What follows belongs to an exercise in optimizing a design on an open flow for small area, a short achievable clock period and few clock cycles per item; a production flow would make more cautious choices. In this exercise RTL edits were held to simulation tests only and were not proved equivalent to the original. Power and IR drop assume default switching activity.

==> flow/design.v <==
module echosign_codec (
    input  wire        clk,
    input  wire        rst,           
    input  wire [23:0] bus_addr,
    input  wire        bus_we,
    input  wire        bus_re,
    input  wire [31:0] bus_wdata,
    output reg  [31:0] bus_rdata,
    output wire        irq
);
    localparam [21:0] A_CAP_MAXB   = 22'h000000;
    localparam [21:0] A_CAP_PCMMAX = 22'h000001;
    localparam [21:0] A_CAP_FS     = 22'h000002;
    localparam [21:0] A_CAP_TMAX   = 22'h000003;
    localparam [21:0] A_CTRL       = 22'h000004;
    localparam [21:0] A_STATUS     = 22'h000005;
    localparam [21:0] A_CMD        = 22'h000006;
    localparam [21:0] A_ERR        = 22'h000007;
    localparam [21:0] A_CRC_RES    = 22'h000008;
    localparam [21:0] A_F_TYPE     = 22'h000010;
    localparam [21:0] A_F_SEV      = 22'h000011;
    localparam [21:0] A_F_LAT      = 22'h000012;
    localparam [21:0] A_F_LON      = 22'h000013;
    localparam [21:0] A_F_POP      = 22'h000014;
    localparam [21:0] A_F_MSGLEN   = 22'h000015;
    localparam [21:0] A_F_MSG0     = 22'h000018;   
    localparam [21:0] A_CODE_LEN   = 22'h000020;
    localparam [21:0] A_CODE0      = 22'h000400;   
    localparam [31:0] MAXB   = 32'd256;
    localparam [31:0] PCMMAX = 32'd2097152;
    localparam [31:0] FS     = 32'd44100;
    localparam [31:0] TMAX   = 32'd521;
    localparam [7:0] ERR_ILLEGAL  = 8'd1;
    localparam [7:0] ERR_CHECKSUM = 8'd5;
    localparam [2:0] S_IDLE = 3'd0;
    localparam [2:0] S_PACK = 3'd1;
    localparam [2:0] S_CRC  = 3'd2;
    localparam [2:0] S_FIN  = 3'd3;
    localparam [2:0] S_ILL  = 3'd4;
    reg        irq_en;
    reg        busy, done, crc_ok, ovr;
    reg [31:0] lastcmd;
    reg [7:0]  err;
    reg [15:0] crc_res;
    reg [7:0]  f_type;
    reg [31:0] f_sev, f_lat, f_lon, f_pop;
    reg [7:0]  f_msglen;
    reg [7:0]  f_msg [0:7];
    reg [31:0] code_len;
    reg [7:0]  code [0:23];         
    reg [2:0]  state;
    reg [4:0]  idx;
    reg [15:0] crc;
    assign irq = irq_en & done;
    wire [21:0] waddr = bus_addr[23:2];
    function [15:0] crc_byte(input [15:0] c_in, input [7:0] b);
        integer k;
        reg [15:0] c;
        begin
            c = c_in ^ {b, 8'h00};
            for (k = 0; k < 8; k = k + 1)
                c = c[15] ? ((c << 1) ^ 16'h1021) : (c << 1);
            crc_byte = c;
        end
    endfunction
    wire [7:0] cmd_op = lastcmd[7:0];
    wire       cmd_s  = lastcmd[8];
    function cmd_legal(input [31:0] w);
        begin
            cmd_legal = (w[31:9] == 23'd0) &&
                        ((w[7:0] == 8'h04) ||
                         (!w[8] && (w[7:0] >= 8'h01) && (w[7:0] <= 8'h09)));
        end
    endfunction
    function cmd_supported(input [31:0] w);
        begin
            cmd_supported = cmd_legal(w) && (w[7:0] >= 8'h01) && (w[7:0] <= 8'h04);
        end
    endfunction
    wire signed [31:0] sev_s = f_sev;
    wire [7:0] enc_sev = (sev_s < 32'sd1) ? 8'd1 :
                         (sev_s > 32'sd9) ? 8'd9 : f_sev[7:0];
    wire signed [33:0] lat_sum = {{2{f_lat[31]}}, f_lat} + 34'sd900000;
    wire signed [33:0] lon_sum = {{2{f_lon[31]}}, f_lon} + 34'sd1800000;
    wire [23:0] enc_lat = lat_sum[33] ? 24'd0 :
                          (lat_sum > 34'sd16777215) ? 24'hFFFFFF : lat_sum[23:0];
    wire [23:0] enc_lon = lon_sum[33] ? 24'd0 :
                          (lon_sum > 34'sd16777215) ? 24'hFFFFFF : lon_sum[23:0];
    wire [31:0] pop_m1 = f_pop - 32'd1;
    reg  [5:0]  pop_bitlen;
    integer     bi;
    always @(*) begin
        pop_bitlen = 6'd0;
        for (bi = 0; bi < 32; bi = bi + 1)
            if (pop_m1[bi]) pop_bitlen = bi[5:0] + 6'd1;
    end
    wire [3:0] enc_pop = (f_pop <= 32'd1) ? 4'd0 :
                         (pop_bitlen > 6'd15) ? 4'd15 : pop_bitlen[3:0];
    wire [3:0] msg_n = (f_msglen > 8'd8) ? 4'd8 : f_msglen[3:0];
    wire [31:0] dec_lat = {8'd0, code[2], code[3], code[4]} - 32'd900000;
    wire [31:0] dec_lon = {8'd0, code[5], code[6], code[7]} - 32'd1800000;
    wire [31:0] dec_pop = 32'd1 << code[8][7:4];
    reg  [3:0]  dec_msglen;
    integer     mi;
    always @(*) begin
        dec_msglen = 4'd8;
        for (mi = 7; mi >= 0; mi = mi - 1)
            if (code[9 + mi] == 8'd0) dec_msglen = mi[3:0];
    end
    wire [15:0] stored_crc = {code[17], code[18]};
    wire        crc_match  = (crc == stored_crc);
    wire wr       = bus_we;
    wire wr_ctrl  = wr && (waddr == A_CTRL);
    wire wr_stat  = wr && (waddr == A_STATUS);
    wire srst     = wr_ctrl && bus_wdata[0];
    wire wr_other = wr && !wr_ctrl && !wr_stat;    
    wire wr_ok    = wr_other && !busy;             
    wire issue    = wr_ok && (waddr == A_CMD);
    integer i;
    always @(posedge clk) begin
        if (rst || srst) begin
            irq_en   <= 1'b0;
            busy     <= 1'b0;
            done     <= 1'b0;
            crc_ok   <= 1'b0;
            ovr      <= 1'b0;
            lastcmd  <= 32'd0;
            err      <= 8'd0;
            crc_res  <= 16'd0;
            f_type   <= 8'd0;
            f_sev    <= 32'd0;
            f_lat    <= 32'd0;
            f_lon    <= 32'd0;
            f_pop    <= 32'd0;
            f_msglen <= 8'd0;
            for (i = 0; i < 8; i = i + 1) f_msg[i] <= 8'd0;
            code_len <= 32'd24;
            state    <= S_IDLE;
            idx      <= 5'd0;
            crc      <= 16'hFFFF;
        end else begin
            if (wr_ctrl)
                irq_en <= bus_wdata[1];
            if (wr_stat) begin
                if (bus_wdata[1]) done <= 1'b0;
                if (bus_wdata[4]) ovr  <= 1'b0;
            end
            if (wr_other && busy)
                ovr <= 1'b1;
            if (wr_ok) begin
                case (waddr)
                    A_F_TYPE:   f_type   <= bus_wdata[7:0];
                    A_F_SEV:    f_sev    <= bus_wdata;
                    A_F_LAT:    f_lat    <= bus_wdata;
                    A_F_LON:    f_lon    <= bus_wdata;
                    A_F_POP:    f_pop    <= bus_wdata;
                    A_F_MSGLEN: f_msglen <= bus_wdata[7:0];
                    A_CODE_LEN: code_len <= bus_wdata;
                    default: ;
                endcase
                if (waddr >= A_F_MSG0 && waddr < A_F_MSG0 + 22'd8)
                    f_msg[waddr[2:0]] <= bus_wdata[7:0];
                if (waddr >= A_CODE0 && waddr < A_CODE0 + 22'd24)
                    code[waddr[4:0]] <= bus_wdata[7:0];
            end
            if (issue) begin
                lastcmd <= bus_wdata;
                err     <= 8'd0;
                done    <= 1'b0;
                busy    <= 1'b1;
                idx     <= 5'd0;
                crc     <= 16'hFFFF;
                if (!cmd_supported(bus_wdata))
                    state <= S_ILL;
                else if (bus_wdata[7:0] == 8'h03)
                    state <= S_PACK;
                else
                    state <= S_CRC;
            end
            case (state)
                S_PACK: begin
                    code[0] <= f_type;
                    code[1] <= enc_sev;
                    code[2] <= enc_lat[23:16];
                    code[3] <= enc_lat[15:8];
                    code[4] <= enc_lat[7:0];
                    code[5] <= enc_lon[23:16];
                    code[6] <= enc_lon[15:8];
                    code[7] <= enc_lon[7:0];
                    code[8] <= {enc_pop, 4'd0};
                    for (i = 0; i < 8; i = i + 1)
                        code[9 + i] <= (i < msg_n) ? f_msg[i] : 8'd0;
                    for (i = 19; i < 24; i = i + 1)
                        code[i] <= 8'd0;
                    state <= S_CRC;
                end
                S_CRC: begin
                    crc <= crc_byte(crc, code[idx]);
                    idx <= idx + 5'd1;
                    if (idx == 5'd16)
                        state <= S_FIN;
                end
                S_FIN: begin
                    case (cmd_op)
                        8'h01: crc_res <= crc;
                        8'h02: begin
                            crc_res <= crc;
                            crc_ok  <= crc_match;
                        end
                        8'h03: begin
                            code[17] <= crc[15:8];
                            code[18] <= crc[7:0];
                            crc_res  <= crc;
                            code_len <= 32'd24;
                        end
                        default: begin   
                            if (cmd_s && !crc_match) begin
                                err <= ERR_CHECKSUM;
                            end else begin
                                f_type   <= code[0];
                                f_sev    <= {24'd0, code[1]};
                                f_lat    <= dec_lat;
                                f_lon    <= dec_lon;
                                f_pop    <= dec_pop;
                                f_msglen <= {4'd0, dec_msglen};
                                for (i = 0; i < 8; i = i + 1)
                                    f_msg[i] <= (i < dec_msglen) ? code[9 + i] : 8'd0;
                                crc_res  <= crc;
                                crc_ok   <= crc_match;
                            end
                        end
                    endcase
                    busy  <= 1'b0;
                    done  <= 1'b1;
                    state <= S_IDLE;
                end
                S_ILL: begin
                    err   <= ERR_ILLEGAL;
                    busy  <= 1'b0;
                    done  <= 1'b1;
                    state <= S_IDLE;
                end
                default: ;
            endcase
        end
    end
    reg [31:0] rd_val;
    always @(*) begin
        rd_val = 32'd0;
        case (waddr)
            A_CAP_MAXB:   rd_val = MAXB;
            A_CAP_PCMMAX: rd_val = PCMMAX;
            A_CAP_FS:     rd_val = FS;
            A_CAP_TMAX:   rd_val = TMAX;
            A_CTRL:       rd_val = {30'd0, irq_en, 1'b0};
            A_STATUS:     rd_val = {27'd0, ovr, crc_ok, (err != 8'd0), done, busy};
            A_CMD:        rd_val = lastcmd;
            A_ERR:        rd_val = {24'd0, err};
            A_CRC_RES:    rd_val = {16'd0, crc_res};
            A_F_TYPE:     rd_val = {24'd0, f_type};
            A_F_SEV:      rd_val = f_sev;
            A_F_LAT:      rd_val = f_lat;
            A_F_LON:      rd_val = f_lon;
            A_F_POP:      rd_val = f_pop;
            A_F_MSGLEN:   rd_val = {24'd0, f_msglen};
            A_CODE_LEN:   rd_val = code_len;
            default: ;
        endcase
        if (waddr >= A_F_MSG0 && waddr < A_F_MSG0 + 22'd8)
            rd_val = {24'd0, f_msg[waddr[2:0]]};
        if (waddr >= A_CODE0 && waddr < A_CODE0 + 22'd24)
            rd_val = {24'd0, code[waddr[4:0]]};
    end
    always @(posedge clk) begin
        if (rst)
            bus_rdata <= 32'd0;
        else if (bus_re)
            bus_rdata <= rd_val;
    end
endmodule
==> flow/run.sh <==
#!/bin/bash
# synth_recipe.tcl (not shown) runs the flow's synth.tcl, then flattens the netlist and writes it again
# the make line also repeats each setting of config.mk as NAME=value (left out here)
make -C /OpenROAD-flow-scripts/flow DESIGN_CONFIG=/design/flow/config.mk WORK_HOME=/design/flow/orfs CLKGATE_MAP_FILE= SYNTH_SCRIPT=/design/flow/synth_recipe.tcl finish
==> flow/config.mk <==
export PLATFORM = sky130hd
export DESIGN_NAME = echosign_codec
export DESIGN_NICKNAME = echosign_codec
export VERILOG_FILES = /design/flow/design.v
export SDC_FILE = /design/flow/constraint.sdc
export NUM_CORES = 4
export LEC_CHECK = 0
export CAP_MARGIN = 20
export CORE_MARGIN = 2
export CORE_UTILIZATION = 40
export SLEW_MARGIN = 20
==> flow/constraint.sdc <==
create_clock -name core_clock -period 5.0 [get_ports {clk}]
set_input_delay 1.0000 -clock core_clock [delete_from_list [all_inputs] [get_ports {clk}]]
set_output_delay 1.0000 -clock core_clock [all_outputs]
set_load 0.01 [all_outputs]
==> run notes <==
-- metal layers --
| layer | global-route usage (%) | vias to the layer above |
|---|---|---|
| met3 | 5.754 | 406 |
| met2 | 44.59 | 1851 |
| met1 | 40.02 | 14210 |
| met4 | 19.00 | 8 |
| li1 | - | 12820 |
| met5 | 0 | - |
-- worst paths after layout --
path / start / endpoint / depth (start not counted) / slack [ns]
setup reg to reg: flop / crc[14]$_SDFFE_PN1N_ / 9 / 1.04
setup / recovery: bus_addr[16] / code[21][6]$_SDFFE_PP0P_ / 9 / 1.00
hold reg to reg: code_len[26]$_SDFF_PN0_ / code_len[26]$_SDFF_PN0_ / 2 / 0.45
hold / removal: code_len[26]$_SDFF_PN0_ / code_len[26]$_SDFF_PN0_ / 2 / 0.45
-- cell usage after synthesis (all sizes together) (6+ instances only) --
master,n,area [um^2]
nand2,590,2217
dfxtp,342,6847
edfxtp,276,8288
nor2,266,1039
mux2i,183,1832
clkbuf,180,675.7
a21oi,174,870.8
o21ai,149,745.7
mux4,128,2883
buf,84,391.6
a22oi,76,570.6
nor4,73,511.7
nor3,70,375.4
nand3,65,325.3
a211oi,62,465.5
a22o,62,543.0
xnor2,55,481.7
xor2,44,385.4
inv,42,157.7
a31oi,38,237.7
nand4,34,212.7
o22ai,31,193.9
a221oi,28,245.2
nand2b,24,150.1
nor2b,21,131.4
a311oi,18,163.9
a222oi,17,170.2
and2,16,100.1
nor3b,16,131.4
o211ai,16,120.1
or3,15,93.84
or2,14,87.58
a32oi,13,113.9
mux2,13,146.4
a21o,11,82.58
ha,11,137.6
or4,11,86.33
o31ai,10,75.07
and3,9,56.30
and4,9,78.83
nand4b,6,67.56
o31a,6,52.55
-- cell families (layout without fill, tap and decap cells) --
logic type | count (synthesis) | count (layout)
simple gates | 1258 | 1258
compound gates | 763 | 763
flops | 618 | 618
mux | 324 | 324
buf+inv | 306 | 403
xor+xnor | 99 | 99
fa+ha+maj | 11 | 11
other cells | 1 | 64
-- registers in the layout, summed over array words and instances, names as in the netlist, 3 cells and up, named ones only --
name and count:
f_pop 32, f_msg 64, code 256, f_lat 32, idx 5, f_type 8
f_msglen 8, bus_rdata 32, state 3, f_lon 32, crc 16, err 8
code_len 32, lastcmd 32, crc_res 16, f_sev 32
-- worst max-delay path, cell delays in order --
cell	delay, ns
sky130_fd_sc_hd__clkdlybuf4s50_1	0.40
sky130_fd_sc_hd__or4_4	0.57
sky130_fd_sc_hd__nand4b_4	0.29
sky130_fd_sc_hd__or3_1	0.48
sky130_fd_sc_hd__nor3b_4	0.44
sky130_fd_sc_hd__nand2_1	0.49
sky130_fd_sc_hd__nor2_4	0.53
sky130_fd_sc_hd__mux2i_1	0.23
sky130_fd_sc_hd__nor2_1	0.05
-- through the flow --
stage	instance area (um^2)	worst slack (ns)	power, mW	instances
after CTS	38230	1.094	11.13	4610
after global placement	35950	0.4223	6.060	4486
after detailed placement	35950	0.4347	6.065	4486
final	38230	1.001	11.13	4610
after global routing	38230	0.8604	11.37	4610
after floorplan	33440	1.172	5.750	3443
-- power by group --
part / internal [mW] / total (mW) / switching [mW] / leakage (nW)
logic: 0.198 / 0.604 / 0.406 / 6.39
registers: 5.34 / 5.38 / 0.0313 / 5.33
clock network: 2.86 / 5.15 / 2.28 / 1.11
-- final cells by class --
class                           count  area [um^2]  area share (%)
Sequential cell                   618        15140           39.60
Tap cell                         1070         1339           3.502
Clock inverter                     27        346.6          0.9065
Timing Repair Buffer              237         2115           5.530
Multi-Input combinational cell   2519        17200           44.99
Inverter                           42        157.7          0.4123
Clock buffer                       97         1934           5.059
==> out/summary.log <==
[outcome] run status no timing/DRC/antenna violations
[placement] Buffers on Ports 90
[drt] post-DR wirelength/cell 28.24 um
[synth] share of async-settable or async-resettable flops after synthesis 0%
[synth] complex-gate fraction of the synthesized area 15.50%
[sta] unrepaired setup endpoints after global routing no
[synth] combinational family with the most area after synthesis simple AND/OR/NAND/NOR gates
[layout] total number of nets in the final design 3,560
[sta] ratio of final minimum period to clock period 79.98%
[placement] DPL Wire Length 93.10 mm
[worst_setup_path] signal arrival time at the worst endpoint 4.50 ns
[layout] number of antenna diodes 0
[synth] synthesized-area fraction occupied by adder cells 0.4145%
[floorplan] Die Area 85,330 um^2
[synth] proportion of synthesized chip area in sequential cells 45.58%
[worst_setup_path] Max Fanout on Critical Path 9
[drt] number of antenna-violating nets in the routed design 0
[synth] flip-flop cell with the highest count after synthesis sky130_fd_sc_hd__dfxtp_1
[global_route] first-pass GRT wire length 188.8 mm
[cts] setup fix buffers added after clock tree synthesis 0
[synth] simple-gate share of the synthesized area 17.55%
[drt] via-per-instance ratio 6.356
[floorplan] I/O pin count 93
[cts] clock buffer depth 3
[worst_setup_path] crit path launch type input port
[worst_setup_path] required time at the endpoint of the critical path 5.50 ns
[layout] highest-count cells in the layout ignoring fill and taps sky130_fd_sc_hd__nand2_1 (588), sky130_fd_sc_hd__dfxtp_1 (340), sky130_fd_sc_hd__edfxtp_1 (276), sky130_fd_sc_hd__nor2_1 (254), sky130_fd_sc_hd__mux2i_1 (183)
[synth] number of synthesized register bits 618
[global_route] initial antenna violation count 4
[synth] netlist area before placement 33,200 um^2
[sta] final setup violating endpoints 0
[layout] post-route core utilization 46.56%
[worst_setup_path] type of the worst setup path input port to flop
[drt] number of DRC violations after detailed routing 0
[synth] parity-gate share of the synthesized area counting xor and xnor cells 2.611%
[cts] number of gates resized after CTS 0
[synth] warnings from Yosys 1
[layout] leading cell type in the layout, fill and taps excluded sky130_fd_sc_hd__nand2_1
[synth] number of flops mapped to enable cells by yosys 276
[synth] post-synthesis average cell area 9.823 um^2
[global_route] total global-route track usage 29.95%
[drt] wl on met1 50.77 mm
[sta] worst clock skew on the final layout 0.04090 ns
[flow_run] max-cap violation count 0
[cts] number of sinks on the clock net 618
[power] total power divided by cell area 291.1 nW/um^2
[cts] number of levels in the clock H-tree 3
[synth] Unique masters post-synth 86
[global_route] total gr overflow 0
[sta] maximum clock frequency 250.1 MHz
[drt] via count of the routed design 29,300
[hold_path] class of the worst hold path flop to flop
[sta] Hold Vio Cnt, Final 0
[sta] slew at the pin with the worst max-slew slack 1.129 ns
[drt] number of DRC markers in iteration 0 4,069
[drt] First-pass DRT Iterations 6
[cts] clock tree from TritonCTS done
[global_route] pin count of the biggest net entering global routing 124
[sta] remaining max-slew budget at the tightest pin 24.10%
[layout] fillcell total 7,797
[layout] layout-stage area growth over the synthesis result 15.15%
[sta] Worst Hold Margin 0.4493 ns
[floorplan] Die Y 292.1 um
[placement] placer's final routability congestion estimate 1.010
[drt] detailed-routed wire length on met3 13.69 mm
[cts] Hold-fix buffers, CTS 0
[floorplan] Starting Density 40.44%
[cts] number of buffers created by CTS 71
[synth] Mapped Cells 3,380
[sta] Total Negative Setup Slacks 0 ns
[power] leakage 12.83 nW
[floorplan] Core ar. 82,110 um^2
[cts] Clk Latency, worst-skew pair 0.66 ns
[synth] mux cell area share after synthesis 14.64%
[cts] clock-pin slew on the worst setup and hold paths 0.06 ns
[cts] clk root buf sky130_fd_sc_hd__clkbuf_16
[drt] routed wire length on met2 56.23 mm
[layout] fraction of layout instances using a drive strength above 1 13.25%
[floorplan] die outline width 292.1 um
[global_route] vias in the first global route 27,280
[power] largest vdd supply drop 0.0002535 V
[floorplan] Rows 105
[sta] clock period minus final worst setup slack 3.999 ns
[sta] number of pins with negative max-slew slack in the final report 0
[drt] wirelength, routed 130.2 mm
[worst_setup_path] critical path capture point type flop
[drt] uppermost layer routed met5
Testbench counts, summed over its fixed seeds: cycles 168,599, commands 3,200.

## separate check: timing with driven ports
The results above use ideal ports. As a check the final layout listed here was re-extracted and re-timed, cells and wires unchanged.
Step 1: set_driving_cell puts a clkbuf_16 on clk and a buf_2 on each other input, an assumption about the parent block.
Step 2 also shifts input and output timing later by t, the mid clock arrival at the registers, as if the neighbouring blocks saw the same clock.
a / b / c = ideal ports / drivers / drivers and shift; a / b = the first two.
shift t [ns]: 0.714
setup WS [ns]: 1.001 / 1.043 / 0.335
latest minus earliest clock arrival (ns): 0.043 / 0.044
After both steps this run still meets setup and hold. For this run, drivers alone change the setup slack by +0.042 ns; drivers and shift together by -0.666 ns.
